What follows belongs to an exercise in optimizing a design on an open flow for a short achievable clock period and few clock cycles; a production flow would make more cautious choices.
At most, simulation tests tie the RTL to the original design; equivalence was not proved.
No functional check of the RTL was part of runs 4 and 5.
Power and IR drop assume default switching activity.

==> flow/design.v <==
module dcpu16_core (
    input  wire         clk,
    input  wire         rst,         
    input  wire         start,       
    output wire         busy,        
    output reg          mem_req,
    output reg          mem_we,
    output reg  [15:0]  mem_addr,
    output reg  [15:0]  mem_wdata,
    input  wire         mem_ready,
    input  wire [15:0]  mem_rdata,
    output wire [127:0] regs,        
    output wire [15:0]  pc,
    output wire [15:0]  sp,
    output wire         o
);
    localparam integer DIVB  = 4;
    localparam integer DIVK  = 16 / DIVB;
    reg s_idle, s_f, s_ax, s_am, s_bx, s_bm, s_k, s_w;
    reg [15:0] gpr [0:7];
    reg [15:0] pc_r;
    reg [15:0] sp_r;
    reg        o_r;
    reg [15:0] addr_r;       
    reg [15:0] av, bv;       
    reg [15:0] a_loc;        
    reg [5:0]  ca_r, cb_r;   
    reg        exe;          
    reg [7:0]  wr_reg;       
    reg        wr_sp, wr_pc, wr_o, wr_mem;
    reg        slow;         
    reg f_set, f_add, f_sub, f_mul, f_div, f_mod, f_shl, f_shr;
    reg f_and, f_bor, f_xor, f_ife, f_ifn, f_ifg, f_ifb, f_wo;
    reg [15:0] res_r;        
    reg        ores_r;       
    reg [15:0] drem;         
    reg [3:0]  kcnt;
    reg        bvz;
    assign busy = ~s_idle;
    function c_ext(input [5:0] c);
        c_ext = (c[5:3] == 3'b010) || (c == 6'd30) || (c == 6'd31);
    endfunction
    function c_mem(input [5:0] c);
        c_mem = (c[5:3] == 3'b001) || (c[5:3] == 3'b010) || (c == 6'd24) ||
                (c == 6'd25) || (c == 6'd26) || (c == 6'd30);
    endfunction
    function [15:0] nval(input [5:0] c);
        if (c[5])
            nval = {11'd0, c[4:0]};
        else if (c[4:3] != 2'b11)
            nval = gpr[c[2:0]];
        else if (c == 6'd27)
            nval = sp_r;
        else if (c == 6'd28)
            nval = pc_r;
        else
            nval = {15'd0, o_r};
    endfunction
    function [15:0] maddr(input [5:0] c);
        if (c[4:3] != 2'b11)
            maddr = gpr[c[2:0]];
        else if (c == 6'd26)
            maddr = sp_r - 16'd1;
        else
            maddr = sp_r;
    endfunction
    function has_res(input [3:0] op);
        has_res = (op != 4'd0) && (op < 4'd12);
    endfunction
    wire [16:0] add_raw = {1'b0, av} + {1'b0, bv};
    wire [16:0] sub_raw = {1'b0, av} - {1'b0, bv};
    wire        big_sh  = (bv[15:4] != 12'd0);
    wire [31:0] shl_raw = {16'd0, av} << bv[3:0];
    wire [15:0] shr_raw = av >> bv[3:0];
    wire [15:0] ex_result =
          ({16{f_set}} & bv)
        | ({16{f_add}} & add_raw[15:0])
        | ({16{f_sub}} & sub_raw[15:0])
        | ({16{f_mul}} & res_r)
        | ({16{f_div & ~bvz}} & av)
        | ({16{f_mod & ~bvz}} & drem)
        | ({16{f_shl & ~big_sh}} & shl_raw[15:0])
        | ({16{f_shr & ~big_sh}} & shr_raw)
        | ({16{f_and}} & (av & bv))
        | ({16{f_bor}} & (av | bv))
        | ({16{f_xor}} & (av ^ bv));
    wire ex_o = (f_add & add_raw[16])
              | (f_sub & sub_raw[16])
              | (f_mul & ores_r)
              | (f_div & bvz)
              | (f_shl & (big_sh ? (av != 16'd0) : (shl_raw[31:16] != 16'd0)));
    wire ex_skip = (f_ife & (av != bv))
                 | (f_ifn & (av == bv))
                 | (f_ifg & ~(av > bv))
                 | (f_ifb & ((av & bv) == 16'd0));
    wire [15:0] pc_inc1 = pc_r + 16'd1;
    wire [15:0] pc_inc2 = pc_r + 16'd2;
    wire [15:0] new_pc = !exe   ? pc_r :
                         wr_pc  ? ex_result + 16'd1 :
                         ex_skip ? pc_inc2 : pc_inc1;
    wire        new_o  = !exe   ? o_r :
                         wr_o   ? (ex_result != 16'd0) :
                         f_wo   ? ex_o : o_r;
    genvar gi;
    generate
        for (gi = 0; gi < 8; gi = gi + 1) begin : g_out
            assign regs[16*gi +: 16] = wr_reg[gi] ? ex_result : gpr[gi];
        end
    endgenerate
    assign pc = new_pc;
    assign sp = wr_sp ? ex_result : sp_r;
    assign o  = new_o;
    reg [15:0] dv_r, dv_q;
    reg [16:0] dv_t;
    integer j;
    always @(*) begin
        dv_r = drem;
        dv_q = av;
        for (j = 0; j < DIVB; j = j + 1) begin
            dv_t = {dv_r, dv_q[15]};
            if (dv_t >= {1'b0, bv}) begin
                dv_t = dv_t - {1'b0, bv};
                dv_q = {dv_q[14:0], 1'b1};
            end else begin
                dv_q = {dv_q[14:0], 1'b0};
            end
            dv_r = dv_t[15:0];
        end
    end
    wire [31:0] mul_raw = av * bv;
    task go_idle;
        begin
            s_idle <= 1'b1;
            exe    <= 1'b1;
        end
    endtask
    task post(input slow_i, input wmem_i, input [15:0] wloc);
        begin
            if (slow_i) begin
                s_k <= 1'b1;
            end else if (wmem_i) begin
                s_w    <= 1'b1;
                addr_r <= wloc;
            end else begin
                go_idle;
            end
        end
    endtask
    task resolve_b(input [5:0] c, input slow_i, input wmem_i, input [15:0] wloc);
        begin
            bv <= nval(c);
            if (c_ext(c)) begin
                s_bx   <= 1'b1;
                addr_r <= pc_r + 16'd1;
                pc_r   <= pc_r + 16'd1;
            end else if (c_mem(c)) begin
                s_bm   <= 1'b1;
                addr_r <= maddr(c);
                if (c == 6'd24) sp_r <= sp_r + 16'd1;
                if (c == 6'd26) sp_r <= sp_r - 16'd1;
            end else begin
                post(slow_i, wmem_i, wloc);
            end
        end
    endtask
    wire [15:0] w  = mem_rdata;
    wire [3:0]  wo = w[3:0];
    wire [5:0]  wa = w[9:4];
    wire [5:0]  wb = w[15:10];
    wire        w_res  = has_res(wo);
    wire        w_slow = (wo == 4'd4) || (wo == 4'd5) || (wo == 4'd6);
    integer i;
    always @(posedge clk) begin
        if (rst) begin
            s_idle <= 1'b1;
            s_f  <= 1'b0; s_ax <= 1'b0; s_am <= 1'b0; s_bx <= 1'b0;
            s_bm <= 1'b0; s_k  <= 1'b0; s_w  <= 1'b0;
            for (i = 0; i < 8; i = i + 1) gpr[i] <= 16'd0;
            pc_r   <= 16'd0;
            sp_r   <= 16'd0;
            o_r    <= 1'b0;
            addr_r <= 16'd0;
            exe    <= 1'b0;
            wr_reg <= 8'd0;
            wr_sp  <= 1'b0;
            wr_pc  <= 1'b0;
            wr_o   <= 1'b0;
            wr_mem <= 1'b0;
            kcnt   <= 4'd0;
            drem   <= 16'd0;
        end else begin
            exe <= 1'b0;
            if (s_idle) begin
                if (exe) begin
                    for (i = 0; i < 8; i = i + 1)
                        if (wr_reg[i]) gpr[i] <= ex_result;
                    if (wr_sp) sp_r <= ex_result;
                    pc_r <= new_pc;
                    o_r  <= new_o;
                    wr_reg <= 8'd0;
                    wr_sp  <= 1'b0;
                    wr_pc  <= 1'b0;
                    wr_o   <= 1'b0;
                end
                addr_r <= new_pc;
                if (start) begin
                    s_idle <= 1'b0;
                    s_f    <= 1'b1;
                end
            end
            if (s_f && mem_ready) begin
                s_f  <= 1'b0;
                ca_r <= wa;
                cb_r <= wb;
                f_set <= (wo == 4'd1);  f_add <= (wo == 4'd2);
                f_sub <= (wo == 4'd3);  f_mul <= (wo == 4'd4);
                f_div <= (wo == 4'd5);  f_mod <= (wo == 4'd6);
                f_shl <= (wo == 4'd7);  f_shr <= (wo == 4'd8);
                f_and <= (wo == 4'd9);  f_bor <= (wo == 4'd10);
                f_xor <= (wo == 4'd11); f_ife <= (wo == 4'd12);
                f_ifn <= (wo == 4'd13); f_ifg <= (wo == 4'd14);
                f_ifb <= (wo == 4'd15);
                f_wo  <= (wo >= 4'd2) && (wo <= 4'd8);
                slow  <= w_slow;
                for (i = 0; i < 8; i = i + 1)
                    wr_reg[i] <= w_res && (wa[5:3] == 3'b000) && (wa[2:0] == i);
                wr_sp  <= w_res && (wa == 6'd27);
                wr_pc  <= w_res && (wa == 6'd28);
                wr_o   <= w_res && (wa == 6'd29);
                wr_mem <= w_res && c_mem(wa);
                av <= nval(wa);
                if (c_ext(wa)) begin
                    s_ax   <= 1'b1;
                    addr_r <= pc_r + 16'd1;
                    pc_r   <= pc_r + 16'd1;
                end else if (c_mem(wa)) begin
                    s_am   <= 1'b1;
                    addr_r <= maddr(wa);
                    if (wa == 6'd24) sp_r <= sp_r + 16'd1;
                    if (wa == 6'd26) sp_r <= sp_r - 16'd1;
                end else begin
                    resolve_b(wb, w_slow, 1'b0, a_loc);
                end
            end
            if (s_ax && mem_ready) begin
                s_ax <= 1'b0;
                if (ca_r[5:3] == 3'b010) begin
                    s_am   <= 1'b1;
                    addr_r <= av + mem_rdata;
                end else if (ca_r == 6'd30) begin
                    s_am   <= 1'b1;
                    addr_r <= mem_rdata;
                end else begin
                    av <= mem_rdata;
                    resolve_b(cb_r, slow, 1'b0, a_loc);
                end
            end
            if (s_am && mem_ready) begin
                s_am  <= 1'b0;
                av    <= mem_rdata;
                a_loc <= addr_r;
                resolve_b(cb_r, slow, wr_mem, addr_r);
            end
            if (s_bx && mem_ready) begin
                s_bx <= 1'b0;
                if (cb_r[5:3] == 3'b010) begin
                    s_bm   <= 1'b1;
                    addr_r <= bv + mem_rdata;
                end else if (cb_r == 6'd30) begin
                    s_bm   <= 1'b1;
                    addr_r <= mem_rdata;
                end else begin
                    bv <= mem_rdata;
                    post(slow, wr_mem, a_loc);
                end
            end
            if (s_bm && mem_ready) begin
                s_bm <= 1'b0;
                bv   <= mem_rdata;
                post(slow, wr_mem, a_loc);
            end
            if (s_k) begin
                kcnt <= kcnt + 4'd1;
                bvz  <= (bv == 16'd0);
                if (f_mul) begin
                    res_r  <= mul_raw[15:0];
                    ores_r <= (mul_raw[31:16] != 16'd0);
                end else begin
                    drem <= dv_r;
                    av   <= dv_q;
                end
                if (f_mul || kcnt == DIVK - 1) begin
                    s_k  <= 1'b0;
                    kcnt <= 4'd0;
                    if (wr_mem) begin
                        s_w    <= 1'b1;
                        addr_r <= a_loc;
                    end else begin
                        go_idle;
                    end
                end
            end else if (s_f) begin
                drem <= 16'd0;
            end
            if (s_w && mem_ready) begin
                s_w <= 1'b0;
                go_idle;
            end
        end
    end
    always @(*) begin
        mem_req   = s_f | s_ax | s_am | s_bx | s_bm | s_w;
        mem_we    = s_w;
        mem_addr  = addr_r;
        mem_wdata = ex_result;
    end
endmodule
==> flow/run.sh <==
#!/bin/bash
# synth_recipe.tcl (not shown) runs the flow's synth.tcl, then flattens the netlist and writes it again
# the make line also repeats each setting of config.mk as NAME=value (left out here)
make -C /OpenROAD-flow-scripts/flow DESIGN_CONFIG=/design/flow/config.mk WORK_HOME=/design/flow/orfs CLKGATE_MAP_FILE= SYNTH_SCRIPT=/design/flow/synth_recipe.tcl finish
==> flow/constraint.sdc <==
create_clock -name core_clock -period 33.0 [get_ports {clk}]
set_input_delay 6.6000 -clock core_clock [delete_from_list [all_inputs] [get_ports {clk}]]
set_output_delay 6.6000 -clock core_clock [all_outputs]
set_load 0.01 [all_outputs]
==> flow/config.mk <==
export PLATFORM = sky130hd
export DESIGN_NAME = dcpu16_core
export DESIGN_NICKNAME = dcpu16_core
export VERILOG_FILES = /design/flow/design.v
export SDC_FILE = /design/flow/constraint.sdc
export NUM_CORES = 4
export LEC_CHECK = 0
export CAP_MARGIN = 20
export CORE_MARGIN = 2
export CORE_UTILIZATION = 40
export PLACE_DENSITY = 0.6
export SLEW_MARGIN = 20
==> metrics.md, run 1 <==
| Metric | Value |
|---|---|
| Status | `complete, no violations` |
| Port Buffers | `215` |
| Initial antenna violation count | `11` |
| Fin. max-slew vios | `0` |
| Placed instance area | `approximately 46000 sq um` |
| F_max | `74.4 MHz` |
| CP Buf/Inv Count | `3` |
| Starting DRT DRC Count | `about 6.6k` |
| Endpoints failing hold | `0` |
| RSZ-0062 raised after global routing | `false` |
| Routed WL | `roughly 220 mm` |
| Setup TNS | `0 ps` |
| I/O pin total | `216` |
| Post-route ant nets | `0` |
| Final Cell Area | `roughly 47000 sq um` |
| Clk slew on worst S/H paths | `roughly 60 ps` |
| CORE AREA | `roughly 100000 sq um` |
| DRC Markers | `0` |
| WP data required | `26400 ps` |
| Synthesized instance count | `around 5.8k` |
| DPL Wire Length | `165 mm` |
| Inst Count DP | `between 7k and 8k` |
| Die height | `between 300 and 400 um` |
| Hold Buf Count CTS | `0` |
| CP max-delay cell | `a2111oi_2` |
| Clk latency of the worst-skew pair | `approximately 650 ps` |
| Top cells by area, synth | `dfxtp_1 (10%), fa_1 (9.6%), ha_1 (7.8%)` |
| Max reg flops | `128` |
| #FFs+latches synth | `between 300 and 400` |
| Post-synth ARST share | `0` |
| Clock root buffer | `clkbuf_16` |
| Measured slew at the worst slew-check pin | `roughly 1200 ps` |
| Yosys warns | `2` |
| Final period utilization | `0.407` |
| Period minus WS final | `about 13000 ps` |
| Synth top area share | `0.104` |
| Worst Path Max Fanout | `a little over 60` |
| Synth Cell Area | `between 40000 and 50000 sq um` |
| Reported max-cap violation count | `0` |
| Tightest Hold Check Type | `reg2reg` |
| Final Wtd Congestion | `1.07` |
| CTS Sinks | `between 300 and 400` |
| Pwr per Cell Area | `~66 nW/um^2` |
| Initial Utilization | `0.402` |
| Cell accounting for the most synthesized area | `dfxtp_1` |
| Filler cells | `~11k` |
| Grt ovf | `0` |
| Synth top cells by count | `nand2_1 (725), nor2_1 (664), a21oi_1 (605), o21ai_0 (375), inv_1 (372)` |
| Final non-filler cell total | `between 7k and 8k` |
| Post-cts repair resize count | `0` |
| Endpoint class of the critical path | `output port` |
| Vias in the first global route | `about 44k` |
| Most numerous cell in the Yosys netlist | `nand2_1` |
| Pleak | `18.2 nW` |
| Largest net degree at the start of global routing | `96` |
| Global Route Usage Sum | `0.401` |
| Die width | `roughly 330 um` |
| EDFF count, synth | `95` |
| Max incr delay on CP | `a little over 800 ps` |
| CP Cell Sequence | `buf_4 -> ha_1 -> fa_1 -> o21bai_1 -> a211o_1 -> a21oi_1 -> mux2i_1 -> nor4_2 -> buf_4 -> a2111oi_2 -> or4b_1 -> o21a_1 -> o21ai_1 -> o21ai_0 -> a21oi_1 -> clkdlybuf4s50_1` |
| Worst vdd ir | `a little under 0.4 mV` |
| Max-Slew Margin vs Limit | `0.194` |
| # rows | `roughly 120` |
| Via count | `roughly 47k` |
| CTS H-tree depth | `2` |
| Fraction of layout cells with a size suffix above 1 | `0.0754` |
| Net Count, Synth | `between 6k and 7k` |
| Largest Register | `gpr` |
| TritonCTS clock tree | `yes` |
| Kind of critical path | `reg2out` |
| Max Root-Sink Buffers | `3` |
| CTS Buf Count | `40` |
| First-pass GRT wire length | `between 300 and 400 mm` |
| Die Footprint | `approximately 110000 sq um` |
| Post-layout nets | `6221` |
| Synth cell types | `between 90 and 100` |
| CP delay by family, top | `compound AO/OA/AOI/OAI gates` |
| Syn Area/Cell | `7.32 sq um` |
| Vias/cell | `6.59` |
| Synth Flop Type | `dfxtp_1` |
| First-pass detailed-route iteration total | `7` |
| Crit path DAT | `6840 ps` |
| Sequential cell area fraction in the yosys report | `0.171` |
| Syn-to-layout area delta | `12.0%` |
| # Post-CTS Setup Buffers | `0` |
| Routed wire length per instance | `31.3 um` |
| Critical Path Source Type | `register` |
| Endpoints failing setup | `0` |
| Worst Skew | `roughly 50 ps` |
## worst paths after layout
path                                 from   endpoint  slack, ps  cells past startpoint
worst max-delay path                bv[0]     pc[11]      19560                     16
worst min-delay path            gpr[2][6]  gpr[2][6]        480                      2
worst max register to register      bv[9]   drem[15]      20450                     42
worst min register to register  gpr[2][6]  gpr[2][6]        480                      2
## layout make-up
| class | instances | area [sq um] | area share |
|---|---|---|---|
| Multi-Input combinational cell | 4600 | 31900 | 0.676 |
| Clock buffer | 53 | 1100 | 0.0233 |
| Tap cell | 1391 | 1740 | 0.0369 |
| Antenna cell | 2 | 5.00 | 0.000106 |
| Inverter | 388 | 1460 | 0.0309 |
| Clock inverter | 20 | 282 | 0.00597 |
| Timing Repair Buffer | 393 | 3460 | 0.0734 |
| Sequential cell | 313 | 7220 | 0.153 |
## cells by family after synthesis
family | synth area share
buffers and inverters | 0.0768
xor gates and xnor gates | 0.0383
adders and majority gates | 0.174
DFF | 0.171
AOI/OAI and AO/OA | 0.278
muxes | 0.0581
and+or+nand+nor | 0.204
## worst register-to-register path, delay by kind of cell, from the launching register on
kind                       cells  cell delay (ps)
adders and majority gates      4             1320
and+or+nand+nor                7             1910
buffers and inverters          5             1130
AOI/OAI and AO/OA             23             6250
muxes                          3             1010
DFF                            1              840
## cell usage in the layout, fill, tap and decap left out, drive strengths merged, types with 35 or more instances in the layout
cell	instances
nand3	88
a221oi	69
nor4	38
nand4	38
xor2	69
dfxtp	218
clkdlybuf4s50	208
buf	185
o22ai	57
nor2	664
o211ai	72
nand2b	36
edfxtp	95
a221o	49
a21o	44
fa	202
o21a	40
nand2	726
a22oi	75
clkbuf	53
mux2	61
a31oi	44
nor3	110
and2	42
xnor2	115
inv	377
o21ai	377
ha	263
a211oi	60
mux2i	97
mux4	35
a21oi	605
nor2b	58
## power by group
part	internal [mW]	switching (mW)
sequential	0.434	0.0193
combinational	0.833	1.33
clock	0.270	0.211
## per-stage QoR
step,setup slack (ps),util,power [mW],hold WS [ps]
6_report,19560,0.450,3.10,476
3_3_place_gp,20430,0.436,2.58,458
5_1_grt,19360,0.450,3.32,503
2_1_floorplan,21300,-,1.93,436
4_1_cts,19670,0.450,3.11,478
3_5_place_dp,20340,0.436,2.61,469
## per-layer routing
metal | up-vias | GRT usage | part of all wire
li1 | 20500 | - | -
met1 | 22700 | 0.506 | 0.38
met2 | 3264 | 0.624 | 0.43
met3 | 803 | 0.0812 | 0.10
met4 | 12 | 0.259 | 0.081
met5 | - | 0 | 0.00036
Testbench counts, summed over its fixed seeds: cycles 464,930.
==> run 2: changes to the inputs <==
--- a/flow/config.mk
+++ b/flow/config.mk
@@ -7,2 +7,3 @@
 export LEC_CHECK = 0
+export ABC_CLOCK_PERIOD_IN_PS = 5000
 export CAP_MARGIN = 20
==> run 2 against run 1 <==
Highest routed layer unchanged. Non-clock buffer count unchanged. Cell area unchanged. Die area unchanged. Sequential share of layout area unchanged. Sequential cell count unchanged.
==> metrics.md, run 2 <==
| Metric | Value |
|---|---|
| WP data required | `between 20000 and 30000 ps` |
| Multi-input logic area | `about 32000 sq um` |
| Post-Synth Adder-Cell Area | `0.174` |
| Max-Slew Margin vs Limit | `0.194` |
| First-pass GRT wire length | `about 320 mm` |
| Fin. max-slew vios | `0` |
| Initial antenna violation count | `11` |
| Synth Flop Type | `dfxtp_1` |
| Endpoint class of the critical path | `output port` |
| Starting DRT DRC Count | `about 6.6k` |
| Pwr per Cell Area | `65.7 nW/um^2` |
| #FFs+latches synth | `approximately 310` |
| Period minus WS final | `approximately 13000 ps` |
| Setup TNS | `0 ps` |
| CORE AREA | `between 100000 and 150000 sq um` |
| Simple-gate share of the synthesized area | `0.204` |
| Max Root-Sink Buffers | `3` |
| Reg2Reg Depth | `42` |
| CTS Sinks | `313` |
| Synth top area share | `0.104` |
| Cell accounting for the most synthesized area | `dfxtp_1` |
| I/O pin total | `roughly 220` |
| Hold slack final | `476 ps` |
| Routed wire length per instance | `around 31 um` |
| Syn Area/Cell | `about 7.3 sq um` |
| Tightest Hold Check Type | `reg2reg` |
| Fraction of layout cells with a size suffix above 1 | `0.0754` |
| Overall power | `just over 3 mW` |
| Synth top cells by count | `nand2_1 (725), nor2_1 (664), a21oi_1 (605), o21ai_0 (375), inv_1 (372)` |
| Crit path DAT | `between 6000 and 7000 ps` |
| TritonCTS clock tree | `yes` |
| Kind of critical path | `reg2out` |
| Die Footprint | `108000 sq um` |
| Final Wtd Congestion | `about 1.1` |
| Port Buffers | `between 200 and 250` |
| Post-synth ARST share | `0` |
| Endpoints failing hold | `0` |
| Post-cts repair resize count | `0` |
| CP startpoint | `bv[0]` |
| Grt ovf | `0` |
| Global Route Usage Sum | `0.401` |
| Post-layout nets | `roughly 6.2k` |
| Via count | `approximately 47k` |
| Vias/cell | `6.59` |
| EDFF count, synth | `95` |
| DPL Wire Length | `165 mm` |
| CTS Buf Count | `40` |
| Worst Path Max Fanout | `between 60 and 70` |
| Clock root buffer | `clkbuf_16` |
| Register area | `between 7000 and 8000 sq um` |
| First-pass detailed-route iteration total | `7` |
| Post-Place Setup Slack | `just over 20000 ps` |
| Synthesized instance count | `approximately 5.8k` |
| Synth Cell Area | `~42000 sq um` |
| DRC Markers | `0` |
| Sequential cell area fraction in the yosys report | `0.171` |
| # Post-CTS Setup Buffers | `0` |
| Post-synthesis mux area share | `0.0581` |
| Commonest cells after routing, fill and taps aside | `nand2_1 (724), nor2_1 (661), a21oi_1 (605)` |
| Net Count, Synth | `~6.2k` |
| CTS H-tree depth | `2` |
| Setup ws final | `slightly below 20000 ps` |
| Measured slew at the worst slew-check pin | `between 1000 and 1500 ps` |
| Syn-to-layout area delta | `12.0%` |
| Worst vdd ir | `a little under 0.4 mV` |
| Post-route ant nets | `0` |
| Largest net degree at the start of global routing | `96` |
| Vias in the first global route | `approximately 44k` |
| R2r setup slk | `~20000 ps` |
| Critical Path Source Type | `register` |
| Die width | `328 um` |
| Endpoints failing setup | `0` |
| Status | `complete, no violations` |
| Filler cells | `approximately 11k` |
| Clk latency of the worst-skew pair | `~650 ps` |
| Synth cell types | `slightly below 100` |
| Yosys warns | `2` |
| Hold Buf Count CTS | `0` |
| Compound-Gate Fraction of Synth Area | `0.278` |
| Largest family of logic cells by synthesized area | `compound AO/OA/AOI/OAI gates` |
| Final period utilization | `0.407` |
| Most common cell after layout, fill and taps aside | `nand2_1` |
| Die height | `about 330 um` |
| Max reg flops | `128` |
| Pleak | `roughly 18 nW` |
| # rows | `roughly 120` |
| R2R Path End | `drem[15]` |
| Most numerous cell in the Yosys netlist | `nand2_1` |
| RSZ-0062 raised after global routing | `false` |
| Routed WL | `roughly 220 mm` |
| Clk slew on worst S/H paths | `around 60 ps` |
| Reported max-cap violation count | `0` |
| Initial Utilization | `0.402` |
| Largest Register | `gpr` |
| XOR/XNOR Fraction of Synth Area | `0.0383` |
| Worst Skew | `approximately 50 ps` |
| R2R Path Start | `bv[9]` |
| Critical path endpoint | `pc[11]` |
| F_max | `74.4 MHz` |
| Top cells by area, synth | `dfxtp_1 (10%), fa_1 (9.6%), ha_1 (7.8%)` |
| Hold Crit Start | `gpr[2][6]` |
run 2: area by class of cell:
| type | count | area share |
|---|---|---|
| multi-input cells | 4600 | 0.676 |
| flip-flops and latches | 313 | 0.153 |
| repair buffers | 393 | 0.0734 |
| well taps | 1391 | 0.0369 |
| inverters | 388 | 0.0309 |
| clock buffers | 53 | 0.0233 |
| clock inverters | 20 | 0.00597 |
| diodes | 2 | 0.000106 |
run 2: layer usage:
metal / up-vias / track usage / wire length (um) / share of wire
li1: 20500 / - / - / -
met1: 22700 / 0.506 / 84800 / 0.38
met2: 3264 / 0.624 / 97400 / 0.43
met3: 803 / 0.0812 / 23400 / 0.10
met4: 12 / 0.259 / 18200 / 0.081
met5: - / 0 / 81 / 0.00036
run 2: worst max-delay path, cell delays in order (launching register included):
cell	delay, ps
edfxtp_1	730
buf_4	700
ha_1	340
fa_1	240
o21bai_1	130
a211o_1	320
a21oi_1	250
mux2i_1	250
nor4_2	60
buf_4	250
a2111oi_2	830
or4b_1	670
o21a_1	230
o21ai_1	270
o21ai_0	160
a21oi_1	140
clkdlybuf4s50_1	600
run 2: logic make-up after synthesis:
| kind of cell | Yosys count |
|---|---|
| AND/OR/NAND/NOR | 1941 |
| AO/OA/AOI/OAI | 1817 |
| flip-flops | 313 |
| XOR/XNOR | 184 |
| multiplexers | 193 |
| adder cells (fa/ha/maj) | 465 |
| buffers and inverters | 841 |
run 2: worst min path at each step:
stage,end,slack (ps),depth (start not counted)
5_1_grt,gpr[2][6],500,2
6_report,gpr[2][6],480,2
3_3_place_gp,gpr[1][0],460,2
4_1_cts,gpr[2][6],480,2
3_5_place_dp,gpr[2][6],470,2
2_1_floorplan,addr_r[9],440,2
run 2: where the power goes:
part | total, mW | internal (mW) | switching [mW]
Clock | 0.481 | 0.270 | 0.211
Sequential | 0.453 | 0.434 | 0.0193
Combinational | 2.17 | 0.833 | 1.33
Total | 3.10 | 1.54 | 1.56
run 2: per-stage QoR:
step | cell area [sq um] | cells | utilization
global placement | 45700 | 7085 | 0.436
global route | 47100 | 7158 | 0.450
CTS | 47100 | 7158 | 0.450
detailed placement | 45700 | 7085 | 0.436
floorplan | 42100 | 5754 | -
finish | 47100 | 7160 | 0.450
==> run 3: changes to the inputs <==
==> flow/flow/run.sh (new file) <==
#!/bin/bash
set -euo pipefail
MARGIN=$(cat flow/margin.txt)
bash standard.sh SETUP_SLACK_MARGIN=$MARGIN finish > standard_flow.log 2>&1
==> flow/flow/margin.txt (new file) <==
24
==> flow/standard.sh (new file) <==
#!/bin/bash
# synth_recipe.tcl (not shown) runs the flow's synth.tcl, then flattens the netlist and writes it again
# the make line also repeats each setting of config.mk as NAME=value (left out here)
make -C /OpenROAD-flow-scripts/flow DESIGN_CONFIG=/design/flow/config.mk WORK_HOME=/design/flow/orfs CLKGATE_MAP_FILE= SYNTH_SCRIPT=/design/flow/synth_recipe.tcl "${@:-finish}"
--- a/flow/config.mk
+++ b/flow/config.mk
@@ -7,3 +7,2 @@
 export LEC_CHECK = 0
-export ABC_CLOCK_PERIOD_IN_PS = 5000
 export CAP_MARGIN = 20
removed: flow/run.sh
==> run 3 against run 2 <==
Largest power group unchanged. Final cell count increased by 7.1%. First-iteration DRC count increased by 18%. Cell area increased by 23%. Sequential cell count unchanged. Non-clock buffer count increased by 502. Clock-buffer cell count increased by 3. Global-route usage increased by 6.0 points.
==> metrics.md, run 3 <==
| Metric | Value |
|---|---|
| Vias in the first global route | `between 40k and 50k` |
| Synth Flop Type | `dfxtp_1` |
| Worst vdd ir | `~0.18 mV` |
| Syn Area/Cell | `roughly 7.3 sq um` |
| Worst Path Max Fanout | `4` |
| First-pass detailed-route iteration total | `7` |
| Die height | `around 330 um` |
| Critical Path Source Type | `register` |
| Largest Register | `gpr` |
| Max reg flops | `roughly 130` |
| Final Wtd Congestion | `slightly above 1` |
| Routed wire length per instance | `34.0 um` |
| Synth Cell Area | `roughly 42000 sq um` |
| Measured slew at the worst slew-check pin | `~1300 ps` |
| Worst Skew | `51.1 ps` |
| WP data required | `between 20000 and 30000 ps` |
| Clk latency of the worst-skew pair | `between 600 and 700 ps` |
| #FFs+latches synth | `~310` |
| Period minus WS final | `between 10000 and 15000 ps` |
| Synth top cells by count | `nand2_1 (725), nor2_1 (664), a21oi_1 (605), o21ai_0 (375), inv_1 (372)` |
| EDFF count, synth | `95` |
| Clock root buffer | `clkbuf_16` |
| Top cells by area, synth | `dfxtp_1 (10%), fa_1 (9.6%), ha_1 (7.8%)` |
| Die width | `~330 um` |
| Final period utilization | `0.346` |
| Vias/cell | `between 6 and 7` |
| Routed WL | `around 260 mm` |
| Endpoints failing setup | `0` |
| Fin. max-slew vios | `0` |
| Post-synth ARST share | `0` |
| Synth cell types | `97` |
| Crit path DAT | `a little under 5000 ps` |
| Starting DRT DRC Count | `a little under 8k` |
| CTS H-tree depth | `2` |
| # rows | `between 100 and 150` |
| DPL Wire Length | `~170 mm` |
| I/O pin total | `approximately 220` |
| Hold Buf Count CTS | `0` |
| Status | `complete, no violations` |
| Initial Utilization | `0.402` |
| Reported max-cap violation count | `0` |
| Cell accounting for the most synthesized area | `dfxtp_1` |
| Post-route ant nets | `0` |
| Synthesized instance count | `5754` |
| Port Buffers | `~220` |
| Kind of critical path | `reg2out` |
| Yosys warns | `2` |
| Most numerous cell in the Yosys netlist | `nand2_1` |
| Clk slew on worst S/H paths | `roughly 70 ps` |
| Initial antenna violation count | `9` |
| Grt ovf | `0` |
| Net Count, Synth | `6239` |
| Max-Slew Margin vs Limit | `0.119` |
| Most common cell after layout, fill and taps aside | `nand2_1` |
| Fraction of layout cells with a size suffix above 1 | `0.268` |
| Die Footprint | `approximately 110000 sq um` |
| First-pass GRT wire length | `358 mm` |
| CTS Sinks | `313` |
| TritonCTS clock tree | `yes` |
| Global Route Usage Sum | `0.461` |
| Commonest cells after routing, fill and taps aside | `nand2_1 (710), nor2_1 (634), a21oi_1 (440)` |
| Max Root-Sink Buffers | `3` |
| Sequential cell area fraction in the yosys report | `0.171` |
| Endpoint class of the critical path | `output port` |
| Largest net degree at the start of global routing | `between 150 and 200` |
| F_max | `87.6 MHz` |
| Via count | `a little over 50k` |
| Tightest Hold Check Type | `reg2reg` |
| Pwr per Cell Area | `approximately 61 nW/um^2` |
| Hold Path Stages | `2` |
| Setup TNS | `0 ps` |
| Syn-to-layout area delta | `37.9%` |
| Pleak | `~23 nW` |
| Synth top area share | `0.104` |
| Reg2Reg Depth | `48` |
| RSZ-0062 raised after global routing | `true` |
| Final Util | `0.554` |
| DRC Markers | `0` |
| Endpoints failing hold | `0` |
| Post-layout nets | `6729` |
| CTS Buf Count | `42` |
| CORE AREA | `approximately 100000 sq um` |
==> run 3: changes by cell type in the layout (fill, tap and decap cells not counted), moves of 61 or more <==
| cell | delta |
|---|---|
| buf_6 | +167 |
| clkdlybuf4s50_1 | -187 |
| ha_1 | -61 |
| buf_4 | +247 |
| buf_2 | +76 |
| buf_12 | +108 |
| a21oi_4 | +105 |
| a21oi_1 | -165 |
==> run 3: worst max-delay path, cell delays in order, from the launching register on <==
cell      delay, ps
edfxtp_1        450
buf_12          170
buf_4           140
buf_6           110
buf_12          130
inv_16           60
buf_12          100
ha_4            150
nand2b_4         90
o41ai_4         520
o22ai_4         280
or3_4           430
or4b_4          590
buf_12          160
o31a_1          280
o31ai_4         240
buf_2           200
==> run 3: where the power goes <==
group / internal (mW) / leakage (nW) / total (mW) / switching [mW]
registers: 0.433 / 2.66 / 0.448 / 0.0150
logic: 1.02 / 19.5 / 2.60 / 1.58
clock network: 0.279 / 0.692 / 0.508 / 0.229
==> run 3: worst paths after layout <==
| kind | start | endpoint | slack, ps |
|---|---|---|---|
| hold / removal | gpr[2][6] | gpr[2][6] | 490 |
| setup reg to reg | bv[1] | drem[2] | 22610 |
| hold reg to reg | gpr[2][6] | gpr[2][6] | 490 |
| setup / recovery | bv[0] | pc[15] | 21580 |
==> run 3: per-layer routing <==
| layer | track usage | vias up | share of wire |
|---|---|---|---|
| met3 | 0.137 | 1208 | 0.12 |
| li1 | - | 21600 | - |
| met4 | 0.390 | 10 | 0.11 |
| met2 | 0.689 | 3985 | 0.42 |
| met1 | 0.543 | 24800 | 0.35 |
| met5 | 0 | - | 0.00048 |
==> run 3: final cells by class <==
type	count	area [sq um]
clock inverter	19	260
inverter	388	1720
sequential	313	7220
clock buffer	56	1180
fill	9880	46800
multi-input combinational	4601	36200
tap	1391	1740
timing repair buffer	895	9660
antenna	5	12.5
timing repair inverter	3	26.3
==> run 3: timing repair <==
item / 4_1_cts / 5_1_grt
setup buffers: 340 / 139
pin swaps: 187 / 187
endpoints found under the hold margin: 0 / 0
endpoints found under the setup margin: 274 / 233
gates cloned: 29 / 8
resized for setup: 1510 / 404
==> run 3: cells by family (layout without fill, tap and decap cells) <==
kind of cell,after synthesis,count (layout),synth area share
other,0,5,0
xor gates and xnor gates,184,184,0.0383
adders and majority gates,465,465,0.174
AOI/OAI and AO/OA,1817,1817,0.278
DFF,313,313,0.171
and+or+nand+nor,1941,1942,0.204
buffers and inverters,841,1361,0.0768
muxes,193,193,0.0581
==> run 3: through the flow <==
step / hold WS, ps / total power, mW / instances / instance area (sq um) / setup WS [ps]
floorplan: 436 / 1.97 / 5754 / 44000 / 22690
global placement: 462 / 2.73 / 7073 / 47100 / 20730
detailed placement: 476 / 2.75 / 7074 / 47100 / 20760
CTS: 484 / 3.45 / 7518 / 55300 / 21550
global route: 504 / 3.79 / 7669 / 58000 / 21530
finish: 487 / 3.56 / 7671 / 58100 / 21580
==> run 4: changes to the inputs <==
--- a/flow/design.v
+++ b/flow/design.v
@@ -31,3 +31,4 @@
     reg        slow;         
-    reg f_set, f_add, f_sub, f_mul, f_div, f_mod, f_shl, f_shr;
+    reg q_set, q_add, q_sub, q_mul, q_shl, q_shr, q_and, q_bor, q_xor;
+    reg f_set, f_add, f_sub, f_div, f_mod, f_shl, f_shr, f_res;
     reg f_and, f_bor, f_xor, f_ife, f_ifn, f_ifg, f_ifb, f_wo;
@@ -74,2 +75,13 @@
     wire [15:0] shr_raw = av >> bv[3:0];
+    wire [31:0] mul_raw = av * bv;
+    wire        shl_o   = big_sh ? (av != 16'd0) : (shl_raw[31:16] != 16'd0);
+    wire [15:0] reg_result =
+          ({16{f_res}} & res_r)
+        | ({16{f_div & ~bvz}} & av)
+        | ({16{f_mod & ~bvz}} & drem);
+    wire [15:0] logic_result =
+          ({16{f_and}} & (av & bv))
+        | ({16{f_bor}} & (av | bv))
+        | ({16{f_xor}} & (av ^ bv))
+        | reg_result;
     wire [15:0] ex_result =
@@ -78,15 +90,24 @@
         | ({16{f_sub}} & sub_raw[15:0])
-        | ({16{f_mul}} & res_r)
-        | ({16{f_div & ~bvz}} & av)
-        | ({16{f_mod & ~bvz}} & drem)
         | ({16{f_shl & ~big_sh}} & shl_raw[15:0])
         | ({16{f_shr & ~big_sh}} & shr_raw)
-        | ({16{f_and}} & (av & bv))
-        | ({16{f_bor}} & (av | bv))
-        | ({16{f_xor}} & (av ^ bv));
+        | logic_result;
     wire ex_o = (f_add & add_raw[16])
               | (f_sub & sub_raw[16])
-              | (f_mul & ores_r)
-              | (f_div & bvz)
-              | (f_shl & (big_sh ? (av != 16'd0) : (shl_raw[31:16] != 16'd0)));
+              | (f_shl & shl_o)
+              | (f_res & ores_r)
+              | (f_div & bvz);
+    wire [15:0] k_result =
+          ({16{q_set}} & bv)
+        | ({16{q_add}} & add_raw[15:0])
+        | ({16{q_sub}} & sub_raw[15:0])
+        | ({16{q_mul}} & mul_raw[15:0])
+        | ({16{q_shl & ~big_sh}} & shl_raw[15:0])
+        | ({16{q_shr & ~big_sh}} & shr_raw)
+        | ({16{q_and}} & (av & bv))
+        | ({16{q_bor}} & (av | bv))
+        | ({16{q_xor}} & (av ^ bv));
+    wire k_o = (q_add & add_raw[16])
+             | (q_sub & sub_raw[16])
+             | (q_mul & (mul_raw[31:16] != 16'd0))
+             | (q_shl & shl_o);
     wire ex_skip = (f_ife & (av != bv))
@@ -95,9 +116,16 @@
                  | (f_ifb & ((av & bv) == 16'd0));
+    wire [15:0] nbv    = ~bv;
+    wire [15:0] sp1_s  = av ^ nbv ^ 16'h0002;
+    wire [15:0] sp1_c  = (av & nbv) | ((av ^ nbv) & 16'h0002);
+    wire [15:0] sub_p1 = sp1_s + {sp1_c[14:0], 1'b0};
+    wire [15:0] set_p1 = bv + 16'd1;
+    wire [15:0] log_p1 = logic_result + 16'd1;
+    wire [15:0] res_p1 = f_set ? set_p1 : f_sub ? sub_p1 : log_p1;
     wire [15:0] pc_inc1 = pc_r + 16'd1;
     wire [15:0] pc_inc2 = pc_r + 16'd2;
-    wire [15:0] new_pc = !exe   ? pc_r :
-                         wr_pc  ? ex_result + 16'd1 :
+    wire [15:0] new_pc = !exe    ? pc_r :
+                         wr_pc   ? res_p1 :
                          ex_skip ? pc_inc2 : pc_inc1;
     wire        new_o  = !exe   ? o_r :
-                         wr_o   ? (ex_result != 16'd0) :
+                         wr_o   ? (reg_result != 16'd0) :
                          f_wo   ? ex_o : o_r;
@@ -129,3 +157,2 @@
     end
-    wire [31:0] mul_raw = av * bv;
     task go_idle;
@@ -170,3 +197,5 @@
     wire        w_res  = has_res(wo);
-    wire        w_slow = (wo == 4'd4) || (wo == 4'd5) || (wo == 4'd6);
+    wire        w_slow = (wo == 4'd4) || (wo == 4'd5) || (wo == 4'd6) ||
+                         (w_res && wa == 6'd29) ||
+                         (wa == 6'd28 && (wo == 4'd2 || wo == 4'd7 || wo == 4'd8));
     integer i;
@@ -214,8 +243,13 @@
                 cb_r <= wb;
-                f_set <= (wo == 4'd1);  f_add <= (wo == 4'd2);
-                f_sub <= (wo == 4'd3);  f_mul <= (wo == 4'd4);
+                q_set <= (wo == 4'd1);  q_add <= (wo == 4'd2);
+                q_sub <= (wo == 4'd3);  q_mul <= (wo == 4'd4);
+                q_shl <= (wo == 4'd7);  q_shr <= (wo == 4'd8);
+                q_and <= (wo == 4'd9);  q_bor <= (wo == 4'd10);
+                q_xor <= (wo == 4'd11);
+                f_set <= !w_slow && (wo == 4'd1);  f_add <= !w_slow && (wo == 4'd2);
+                f_sub <= !w_slow && (wo == 4'd3);  f_res <= w_slow && (wo != 4'd5) && (wo != 4'd6);
                 f_div <= (wo == 4'd5);  f_mod <= (wo == 4'd6);
-                f_shl <= (wo == 4'd7);  f_shr <= (wo == 4'd8);
-                f_and <= (wo == 4'd9);  f_bor <= (wo == 4'd10);
-                f_xor <= (wo == 4'd11); f_ife <= (wo == 4'd12);
+                f_shl <= !w_slow && (wo == 4'd7);  f_shr <= !w_slow && (wo == 4'd8);
+                f_and <= !w_slow && (wo == 4'd9);  f_bor <= !w_slow && (wo == 4'd10);
+                f_xor <= !w_slow && (wo == 4'd11); f_ife <= (wo == 4'd12);
                 f_ifn <= (wo == 4'd13); f_ifg <= (wo == 4'd14);
@@ -284,5 +318,5 @@
                 bvz  <= (bv == 16'd0);
-                if (f_mul) begin
-                    res_r  <= mul_raw[15:0];
-                    ores_r <= (mul_raw[31:16] != 16'd0);
+                if (f_res) begin
+                    res_r  <= k_result;
+                    ores_r <= k_o;
                 end else begin
@@ -291,3 +325,3 @@
                 end
-                if (f_mul || kcnt == DIVK - 1) begin
+                if (f_res || kcnt == DIVK - 1) begin
                     s_k  <= 1'b0;
==> run 4 against run 3 <==
Critical path depth decreased by 3. Still clean. Critical endpoint is now sp[14]. Global-route usage increased by 1.5 points. Highest routed layer unchanged. Routed wire length increased by 10%. Fmax increased by 3.5%. Largest cell class unchanged.
==> metrics.md, run 4 <==
| Metric | Value |
|---|---|
| Status | `complete, no violations` |
| NetSw | `roughly 2 mW` |
| Multi-input logic area | `39300 sq um` |
| Die Footprint | `~110000 sq um` |
| Hold Crit Start | `kcnt[1]` |
| Largest Register | `gpr` |
| Die width | `339 um` |
| Synth top area share | `0.0972` |
| Syn-to-layout area delta | `38.6%` |
| Setup TNS | `0 ps` |
| Via count | `56.0k` |
| Post-synth ARST share | `0` |
| Critical Path Source Type | `register` |
| #FFs+latches synth | `322` |
| Grt ovf | `0` |
| Endpoint class of the critical path | `output port` |
| WP data required | `26400 ps` |
| DRC Markers | `0` |
| Synth Flop Type | `dfxtp_1` |
| Synth cell types | `102` |
| Most common cell after layout, fill and taps aside | `nor2_1` |
| Worst Hold End | `kcnt[1]` |
| Post-layout nets | `approximately 7k` |
| Max Root-Sink Buffers | `3` |
| Overall power | `a little under 4 mW` |
| Hold Path Stages | `2` |
| CTS Buf Count | `43` |
| Global Route Usage Sum | `0.477` |
| Tightest Hold Check Type | `reg2reg` |
| Max-Slew Margin vs Limit | `0.123` |
| Clock power frac | `0.134` |
| Inst Count DP | `~7.5k` |
| RSZ-0062 raised after global routing | `true` |
| Reg2Reg Depth | `48` |
| Filler cells | `a little over 10k` |
| Routed WL | `287 mm` |
| Die height | `around 340 um` |
| Sequential cell area fraction in the yosys report | `0.167` |
| Synthesized instance count | `between 6k and 7k` |
| Yosys warns | `2` |
| Placed instance area | `between 50000 and 60000 sq um` |
| Cell accounting for the most synthesized area | `dfxtp_1` |
| Vias in the first global route | `approximately 52k` |
| Endpoints failing hold | `0` |
| Initial antenna violation count | `14` |
| DPL Wire Length | `192 mm` |
| Worst Skew | `slightly below 40 ps` |
| Clk latency of the worst-skew pair | `660 ps` |
| # rows | `122` |
| Commonest cells after routing, fill and taps aside | `nor2_1 (729), nand2_1 (708), buf_4 (510)` |
| Net Count, Synth | `about 6.6k` |
| EDFF count, synth | `roughly 100` |
| Port Buffers | `approximately 220` |
| Clk slew on worst S/H paths | `60 ps` |
| Top cells by area, synth | `dfxtp_1 (9.7%), fa_1 (9.6%), ha_1 (7.7%)` |
| Hold Buf Count CTS | `0` |
| Hold slack final | `492 ps` |
| Routed wire length per instance | `roughly 35 um` |
| R2r setup slk | `approximately 24000 ps` |
| TritonCTS clock tree | `yes` |
| Fraction of layout cells with a size suffix above 1 | `0.272` |
| F_max | `about 90 MHz` |
| Worst vdd ir | `between 0.2 and 0.25 mV` |
| Kind of critical path | `reg2out` |
| Synth top cells by count | `nor2_1 (772), nand2_1 (731), a21oi_1 (588), clkbuf_1 (403), inv_1 (401)` |
| Final non-filler cell total | `just over 8k` |
| Max reg flops | `128` |
| Pleak | `approximately 25 nW` |
| Fin. max-slew vios | `0` |
| Part of the power in registers | `0.112` |
| Reported max-cap violation count | `0` |
| Final period utilization | `0.334` |
| CTS H-tree depth | `2` |
| Synth Cell Area | `44900 sq um` |
| Endpoints failing setup | `0` |
| Pwr per Cell Area | `around 62 nW/um^2` |
| CORE AREA | `111000 sq um` |
| Sw Ratio | `0.530` |
| Largest net degree at the start of global routing | `between 70 and 80` |
| Most numerous cell in the Yosys netlist | `nor2_1` |
| R2R Path End | `drem[13]` |
| Period minus WS final | `around 11000 ps` |
| First-pass detailed-route iteration total | `8` |
| Vias/cell | `slightly below 7` |
| Measured slew at the worst slew-check pin | `around 1300 ps` |
| Clock root buffer | `clkbuf_16` |
| Register area | `7500 sq um` |
| Initial Utilization | `0.405` |
| CTS Sinks | `between 300 and 400` |
| First-pass GRT wire length | `around 400 mm` |
| Crit path DAT | `about 4400 ps` |
| Final Wtd Congestion | `roughly 1.1` |
| Starting DRT DRC Count | `approximately 8.3k` |
| Post-route ant nets | `0` |
| R2R Path Start | `bv[1]` |
| Pint | `around 1.8 mW` |
| Syn Area/Cell | `between 7 and 8 sq um` |
| Worst Path Max Fanout | `11` |
| I/O pin total | `between 200 and 250` |
| Final Cell Area | `approximately 62000 sq um` |
| Logic pwr share | `0.754` |
[run 4: worst max path at each step]
stage           from   endpoint  slack [ps]
2_1_floorplan  av[7]  regs[111]       22710
3_3_place_gp   bv[3]   regs[31]       20950
3_5_place_dp   bv[3]     sp[15]       20930
4_1_cts        bv[7]     sp[15]       22100
5_1_grt        av[1]  regs[127]       21920
6_report       av[2]     sp[14]       21970
[run 4: timing repair]
action                                  in CTS  in global routing
pin swaps                                  226                203
setup buffers                              387                153
gates resized for setup                   1352                420
cloned                                      40                  2
endpoints found under the setup margin     279                229
[run 4: layer usage]
| layer | GRT usage | routed length [um] |
|---|---|---|
| met1 | 0.568 | 101000 |
| met3 | 0.159 | 37700 |
| met2 | 0.704 | 119000 |
| met5 | 0 | 145 |
| met4 | 0.372 | 29700 |
[run 4: power groups by stage]
stage                     clock, mW  sequential, mW  combinational [mW]
final                         0.521           0.435                2.93
after global routing          0.533           0.435                3.11
after CTS                     0.520           0.434                2.78
after detailed placement          0           0.441                2.53
after global placement            0           0.441                2.53
after floorplan                   0           0.439                1.64
[run 4: logic make-up (layout without fill, tap and decap cells)]
logic type,Yosys count,after routing,share of synthesized area
and+or+nand+nor,2122,2124,0.208
AOI/OAI and AO/OA,1871,1874,0.273
buffers and inverters,894,1470,0.0755
adders and majority gates,492,492,0.173
DFF,322,322,0.167
xor gates and xnor gates,235,235,0.0458
muxes,200,200,0.0581
other,0,8,0
[run 4: final cells by class]
class	count	share of cell area
multi-input cells	4925	0.632
diodes	8	0.000322
clock buffers	57	0.0199
clock inverters	22	0.00384
repair inverters	5	0.000583
repair buffers	972	0.165
inverters	414	0.0287
well taps	1488	0.0299
flip-flops and latches	322	0.121
[run 4: metrics by stage]
stage                     worst slack (ps)  utilization
after floorplan                      22710            -
after global placement               20950        0.451
after detailed placement             20930        0.451
after CTS                            22100        0.537
after global routing                 21920        0.561
final                                21970        0.561
[run 4: critical path, cell delays in order (launching register included)]
cell	delay (ps)
edfxtp_1	410
buf_12	170
buf_4	160
buf_4	200
mux2_2	300
mux2i_1	380
mux2i_1	200
o21ai_1	790
o221ai_2	250
nor3b_4	280
buf_12	190
buf_16	190
a21oi_2	70
buf_2	170
==> run 5: changes to the inputs <==
--- a/flow/design.v
+++ b/flow/design.v
@@ -16,4 +16,3 @@
 );
-    localparam integer DIVB  = 4;
-    localparam integer DIVK  = 16 / DIVB;
+    localparam integer DIVK  = 4;
     reg s_idle, s_f, s_ax, s_am, s_bx, s_bm, s_k, s_w;
@@ -25,2 +24,3 @@
     reg [15:0] av, bv;       
+    reg [15:0] mav, mbv;     
     reg [15:0] a_loc;        
@@ -37,2 +37,5 @@
     reg [15:0] drem;         
+    reg [15:0] dq;           
+    reg [15:0] dbv;          
+    reg [17:0] db3;          
     reg [3:0]  kcnt;
@@ -75,3 +78,9 @@
     wire [15:0] shr_raw = av >> bv[3:0];
-    wire [31:0] mul_raw = av * bv;
+    wire [16:0] madd_raw = {1'b0, mav} + {1'b0, mbv};
+    wire [16:0] msub_raw = {1'b0, mav} - {1'b0, mbv};
+    wire        mbig_sh  = (mbv[15:4] != 12'd0);
+    wire [31:0] mshl_raw = {16'd0, mav} << mbv[3:0];
+    wire [15:0] mshr_raw = mav >> mbv[3:0];
+    wire [31:0] mul_raw  = mav * mbv;
+    wire        mshl_o   = mbig_sh ? (mav != 16'd0) : (mshl_raw[31:16] != 16'd0);
     wire        shl_o   = big_sh ? (av != 16'd0) : (shl_raw[31:16] != 16'd0);
@@ -79,3 +88,3 @@
           ({16{f_res}} & res_r)
-        | ({16{f_div & ~bvz}} & av)
+        | ({16{f_div & ~bvz}} & dq)
         | ({16{f_mod & ~bvz}} & drem);
@@ -99,15 +108,15 @@
     wire [15:0] k_result =
-          ({16{q_set}} & bv)
-        | ({16{q_add}} & add_raw[15:0])
-        | ({16{q_sub}} & sub_raw[15:0])
+          ({16{q_set}} & mbv)
+        | ({16{q_add}} & madd_raw[15:0])
+        | ({16{q_sub}} & msub_raw[15:0])
         | ({16{q_mul}} & mul_raw[15:0])
-        | ({16{q_shl & ~big_sh}} & shl_raw[15:0])
-        | ({16{q_shr & ~big_sh}} & shr_raw)
-        | ({16{q_and}} & (av & bv))
-        | ({16{q_bor}} & (av | bv))
-        | ({16{q_xor}} & (av ^ bv));
-    wire k_o = (q_add & add_raw[16])
-             | (q_sub & sub_raw[16])
+        | ({16{q_shl & ~mbig_sh}} & mshl_raw[15:0])
+        | ({16{q_shr & ~mbig_sh}} & mshr_raw)
+        | ({16{q_and}} & (mav & mbv))
+        | ({16{q_bor}} & (mav | mbv))
+        | ({16{q_xor}} & (mav ^ mbv));
+    wire k_o = (q_add & madd_raw[16])
+             | (q_sub & msub_raw[16])
              | (q_mul & (mul_raw[31:16] != 16'd0))
-             | (q_shl & shl_o);
+             | (q_shl & mshl_o);
     wire ex_skip = (f_ife & (av != bv))
@@ -140,17 +149,45 @@
     assign o  = new_o;
-    reg [15:0] dv_r, dv_q;
-    reg [16:0] dv_t;
+    reg [15:0] d0_r, d0_q;
+    reg [16:0] d0_t;
+    reg [15:0] d4_r, d4_q, d1_r, d1_q;
+    reg [17:0] d4_t;
     integer j;
     always @(*) begin
-        dv_r = drem;
-        dv_q = av;
-        for (j = 0; j < DIVB; j = j + 1) begin
-            dv_t = {dv_r, dv_q[15]};
-            if (dv_t >= {1'b0, bv}) begin
-                dv_t = dv_t - {1'b0, bv};
-                dv_q = {dv_q[14:0], 1'b1};
+        d0_r = 16'd0;
+        d0_q = mav;
+        for (j = 0; j < 2; j = j + 1) begin
+            d0_t = {d0_r, d0_q[15]};
+            if (d0_t >= {1'b0, mbv}) begin
+                d0_t = d0_t - {1'b0, mbv};
+                d0_q = {d0_q[14:0], 1'b1};
             end else begin
-                dv_q = {dv_q[14:0], 1'b0};
+                d0_q = {d0_q[14:0], 1'b0};
+            end
+            d0_r = d0_t[15:0];
+        end
+    end
+    always @(*) begin
+        d4_r = drem;
+        d4_q = dq;
+        d1_r = drem;
+        d1_q = dq;
+        for (j = 0; j < 3; j = j + 1) begin
+            d4_t = {d4_r, d4_q[15:14]};
+            if (d4_t >= db3) begin
+                d4_t = d4_t - db3;
+                d4_q = {d4_q[13:0], 2'd3};
+            end else if (d4_t >= {1'b0, dbv, 1'b0}) begin
+                d4_t = d4_t - {1'b0, dbv, 1'b0};
+                d4_q = {d4_q[13:0], 2'd2};
+            end else if (d4_t >= {2'b0, dbv}) begin
+                d4_t = d4_t - {2'b0, dbv};
+                d4_q = {d4_q[13:0], 2'd1};
+            end else begin
+                d4_q = {d4_q[13:0], 2'd0};
+            end
+            d4_r = d4_t[15:0];
+            if (j == 0) begin
+                d1_r = d4_r;
+                d1_q = d4_q;
             end
-            dv_r = dv_t[15:0];
         end
@@ -178,2 +215,3 @@
             bv <= nval(c);
+            if (slow_i) mbv <= nval(c);
             if (c_ext(c)) begin
@@ -265,2 +303,3 @@
                 av <= nval(wa);
+                if (w_slow) mav <= nval(wa);
                 if (c_ext(wa)) begin
@@ -288,2 +327,3 @@
                     av <= mem_rdata;
+                    if (slow) mav <= mem_rdata;
                     resolve_b(cb_r, slow, 1'b0, a_loc);
@@ -294,2 +334,3 @@
                 av    <= mem_rdata;
+                if (slow) mav <= mem_rdata;
                 a_loc <= addr_r;
@@ -307,2 +348,3 @@
                     bv <= mem_rdata;
+                    if (slow) mbv <= mem_rdata;
                     post(slow, wr_mem, a_loc);
@@ -313,2 +355,3 @@
                 bv   <= mem_rdata;
+                if (slow) mbv <= mem_rdata;
                 post(slow, wr_mem, a_loc);
@@ -317,3 +360,3 @@
                 kcnt <= kcnt + 4'd1;
-                bvz  <= (bv == 16'd0);
+                bvz  <= (mbv == 16'd0);
                 if (f_res) begin
@@ -321,5 +364,14 @@
                     ores_r <= k_o;
+                end
+                if (kcnt == 4'd0) begin
+                    drem <= d0_r;
+                    dq   <= d0_q;
+                    dbv  <= mbv;
+                    db3  <= {2'b0, mbv} + {1'b0, mbv, 1'b0};
+                end else if (kcnt == DIVK - 1) begin
+                    drem <= d1_r;
+                    dq   <= d1_q;
                 end else begin
-                    drem <= dv_r;
-                    av   <= dv_q;
+                    drem <= d4_r;
+                    dq   <= d4_q;
                 end
@@ -335,4 +387,2 @@
                 end
-            end else if (s_f) begin
-                drem <= 16'd0;
             end
--- a/flow/config.mk
+++ b/flow/config.mk
@@ -9,4 +9,6 @@
 export CORE_MARGIN = 2
-export CORE_UTILIZATION = 40
-export PLACE_DENSITY = 0.6
+export CORE_UTILIZATION = 30
+export CTS_BUF_LIST = sky130_fd_sc_hd__clkbuf_16
+export CTS_CLUSTER_SIZE = 30
+export PLACE_DENSITY = 0.45
 export SLEW_MARGIN = 20
==> run 5 against run 4 <==
Critical endpoint is now pc[14]. Register-to-register slack improved by 410 ps. Worst setup slack worse by 380 ps. Via count up 17%. Power is 13% lower. Fmax down 3.3%. Clock skew rose by 30 ps. Core utilization down 16 points. Critical path depth rose by 1. Sequential cell count is 81 higher. Die area grew 66%. Combinational power down 24%. Critical path type unchanged. Highest routed layer unchanged.
==> metrics.md, run 5 <==
| Metric | Value |
|---|---|
| Critical Path Source Type | `register` |
| Placed instance area | `about 62000 sq um` |
| Synth cell types | `96` |
| Setup ws final | `21590 ps` |
| DPL Wire Length | `roughly 240 mm` |
| Filler cells | `between 15k and 20k` |
| Most numerous cell in the Yosys netlist | `nor2_1` |
| Synthesized instance count | `7645` |
| Post-layout nets | `roughly 8.9k` |
| Period minus WS final | `11410 ps` |
| Fraction of layout cells with a size suffix above 1 | `0.232` |
| Synth Flop Type | `dfxtp_1` |
| Setup TNS | `0 ps` |
| Post-route ant nets | `0` |
| Part of the power in registers | `0.164` |
| Syn-to-layout area delta | `32.7%` |
| DRC Markers | `0` |
| Routed WL | `roughly 340 mm` |
| Die Footprint | `between 150000 and 200000 sq um` |
| Fin. max-slew vios | `0` |
| Measured slew at the worst slew-check pin | `~1400 ps` |
| Worst Path Max Fanout | `3` |
| Kind of critical path | `reg2out` |
| Yosys warns | `2` |
| Final Wtd Congestion | `around 1.0` |
| Clk latency of the worst-skew pair | `between 700 and 800 ps` |
| Port Buffers | `around 220` |
| CTS H-tree depth | `2` |
| Post-synth ARST share | `0` |
| Clock power frac | `0.179` |
| RSZ-0062 raised after global routing | `true` |
| Final non-filler cell total | `10.7k` |
| Worst vdd ir | `0.0947 mV` |
| Synth Cell Area | `between 50000 and 60000 sq um` |
| Sequential cell area fraction in the yosys report | `0.177` |
| # rows | `about 160` |
| Initial Utilization | `0.302` |
| Tightest Hold Check Type | `reg2reg` |
| Initial antenna violation count | `17` |
| TritonCTS clock tree | `yes` |
| Net Count, Synth | `around 8.3k` |
| CORE AREA | `between 150000 and 200000 sq um` |
| Via count | `65.5k` |
| Post-Place Setup Slack | `~21000 ps` |
| Vias/cell | `6.10` |
| Largest Register | `gpr` |
| WP data required | `about 26000 ps` |
| Sw Ratio | `0.486` |
| Max Root-Sink Buffers | `3` |
| Post-Synth Adder-Cell Area | `0.181` |
| Logic pwr share | `0.657` |
| Grt ovf | `0` |
| Endpoint class of the critical path | `output port` |
| Die width | `~440 um` |
| Final period utilization | `0.346` |
| Commonest cells after routing, fill and taps aside | `nand2_1 (867), nor2_1 (864), a21oi_1 (593)` |
| F_max | `between 80 and 90 MHz` |
| Top cells by area, synth | `ha_1 (10%), edfxtp_1 (9.9%), fa_1 (8.0%)` |
| Syn Area/Cell | `between 7 and 8 sq um` |
| Pwr per Cell Area | `45.6 nW/um^2` |
| EDFF count, synth | `between 150 and 200` |
| First-pass GRT wire length | `~470 mm` |
| XOR/XNOR Fraction of Synth Area | `0.0514` |
| Compound-Gate Fraction of Synth Area | `0.281` |
| Starting DRT DRC Count | `7773` |
| Status | `complete, no violations` |
| Pleak | `around 30 nW` |
| Endpoints failing setup | `0` |
| #FFs+latches synth | `403` |
| Crit path DAT | `a little under 5000 ps` |
| First-pass detailed-route iteration total | `9` |
| Hold Buf Count CTS | `0` |
| Clk slew on worst S/H paths | `60 ps` |
| Endpoints failing hold | `0` |
| CTS Buf Count | `53` |
| Reported max-cap violation count | `0` |
| Most common cell after layout, fill and taps aside | `nand2_1` |
| Post-synthesis mux area share | `0.0430` |
| Max-Slew Margin vs Limit | `0.0858` |
| Pint | `1.74 mW` |
| NetSw | `1.65 mW` |
| Cell accounting for the most synthesized area | `ha_1` |
| CTS Sinks | `403` |
| Simple-gate share of the synthesized area | `0.195` |
| Synth top cells by count | `nor2_1 (900), nand2_1 (894), a21oi_1 (810), o21ai_0 (524), inv_1 (517)` |
| I/O pin total | `around 220` |
| Largest net degree at the start of global routing | `84` |
| Global Route Usage Sum | `0.336` |
| Top Registers | `gpr: 128 flops, db3: 18 flops` |
| Final Cell Area | `roughly 74000 sq um` |
| Vias in the first global route | `61.7k` |
| Clock root buffer | `clkbuf_16` |
| Inst Count DP | `10.0k` |
| Max reg flops | `128` |
| Die height | `about 440 um` |
| Largest family of logic cells by synthesized area | `compound AO/OA/AOI/OAI gates` |
| Synth top area share | `0.101` |
| Worst Skew | `between 60 and 70 ps` |
| Routed wire length per instance | `approximately 32 um` |
run 5: through the flow:
step / hold WS (ps) / power, mW / utilization
final: 467 / 3.39 / 0.401
after global routing: 500 / 3.66 / 0.401
after CTS: 472 / 3.32 / 0.379
after detailed placement: 452 / 2.57 / 0.334
after global placement: 458 / 2.56 / 0.334
after floorplan: 436 / 1.94 / -
run 5: critical path, stage by stage, from the launching register on:
cell       delay [ps]
edfxtp_1          480
buf_4             200
ha_4              180
fa_2              590
a21oi_4            90
o211ai_1          270
a311o_1           360
a2111oi_4         120
or4b_4            490
o21ai_2            80
nand2_2            90
a31oi_4           310
nor2_4             60
a211oi_4          570
buf_2             250
run 5: logic make-up (layout without fill, tap and decap cells):
family,after synthesis,in the layout
flip-flops,403,403
adder cells (fa/ha/maj),678,678
buffers and inverters,1063,1661
other,0,13
multiplexers,207,207
AO/OA/AOI/OAI,2467,2467
XOR/XNOR,329,329
AND/OR/NAND/NOR,2498,2500
run 5: repair_timing:
action,CTS,global route
gates resized for setup,1236,721
pin swaps,166,240
endpoints found under the setup margin,316,247
gates cloned,29,9
setup buffers,363,198
run 5: metal layers:
metal / share of wire / routed length [um] / track usage / vias up
met4: 0.086 / 29300 / 0.223 / 16
met5: 0.00026 / 88 / 0 / -
met1: 0.39 / 131000 / 0.416 / 32200
met2: 0.44 / 150000 / 0.533 / 3661
met3: 0.085 / 28700 / 0.0624 / 1118
li1: - / - / - / 28500
run 5: worst paths after layout:
check / from / to / slack (ps) / depth (start not counted)
worst max-delay path: av[2] / pc[14] / 21590 / 14
worst min register to register: a_loc[5] / addr_r[5] / 470 / 2
worst min-delay path: a_loc[5] / addr_r[5] / 470 / 2
worst max register to register: dq[14] / drem[7] / 24160 / 42
run 5: final cells by class:
class / count / area [sq um] / area share
multi-input cells: 6181 / 47100 / 0.633
repair buffers: 1019 / 10300 / 0.138
flip-flops and latches: 403 / 9940 / 0.134
well taps: 2480 / 3100 / 0.0417
inverters: 540 / 2190 / 0.0295
clock buffers: 53 / 1330 / 0.0178
clock inverters: 47 / 414 / 0.00557
diodes: 13 / 32.5 / 0.000437
repair inverters: 2 / 17.5 / 0.000235
run 5: power by group through the flow:
stage / clock network, mW / logic (mW) / registers (mW)
3_5_place_dp: 0 / 1.99 / 0.575
4_1_cts: 0.613 / 2.15 / 0.557
6_report: 0.608 / 2.23 / 0.557
3_3_place_gp: 0 / 1.99 / 0.575
2_1_floorplan: 0 / 1.38 / 0.562
5_1_grt: 0.629 / 2.47 / 0.557

## static timing again, ports no longer ideal
The results above use ideal ports. As a check the final layouts listed here were re-extracted and re-timed, cells and wires unchanged.
Step 1 (the two cells are an assumption about what drives the block):
set clk [get_ports {clk}]
set_driving_cell -lib_cell sky130_fd_sc_hd__clkbuf_16 $clk
set_driving_cell -lib_cell sky130_fd_sc_hd__buf_2 [delete_from_list [all_inputs] $clk]
Step 2 moves the port delays by t, midway between the first and last clock arrival at a register: inputs arrive t later, outputs are due t later. That takes back most of the time a late clock gives input paths.
Three values: ideal ports, drivers, drivers and shift; two values: the first two.
| run | t (ns) | setup WS [ns] | slew at the worst register clock pin (ns) |
|---|---|---|---|
| run 1 | 0.702 | 19.560 / 19.485 / 20.187 | 0.08 / 0.08 |
| run 2 | 0.702 | 19.560 / 19.485 / 20.187 | 0.08 / 0.08 |
| run 3 | 0.744 | 21.580 / 21.501 / 22.244 | 0.08 / 0.08 |
| run 4 | 0.720 | 21.971 / 21.895 / 22.616 | 0.09 / 0.09 |
| run 5 | 0.776 | 21.591 / 21.507 / 22.283 | 0.08 / 0.08 |
After both steps every run listed still meets setup and hold.
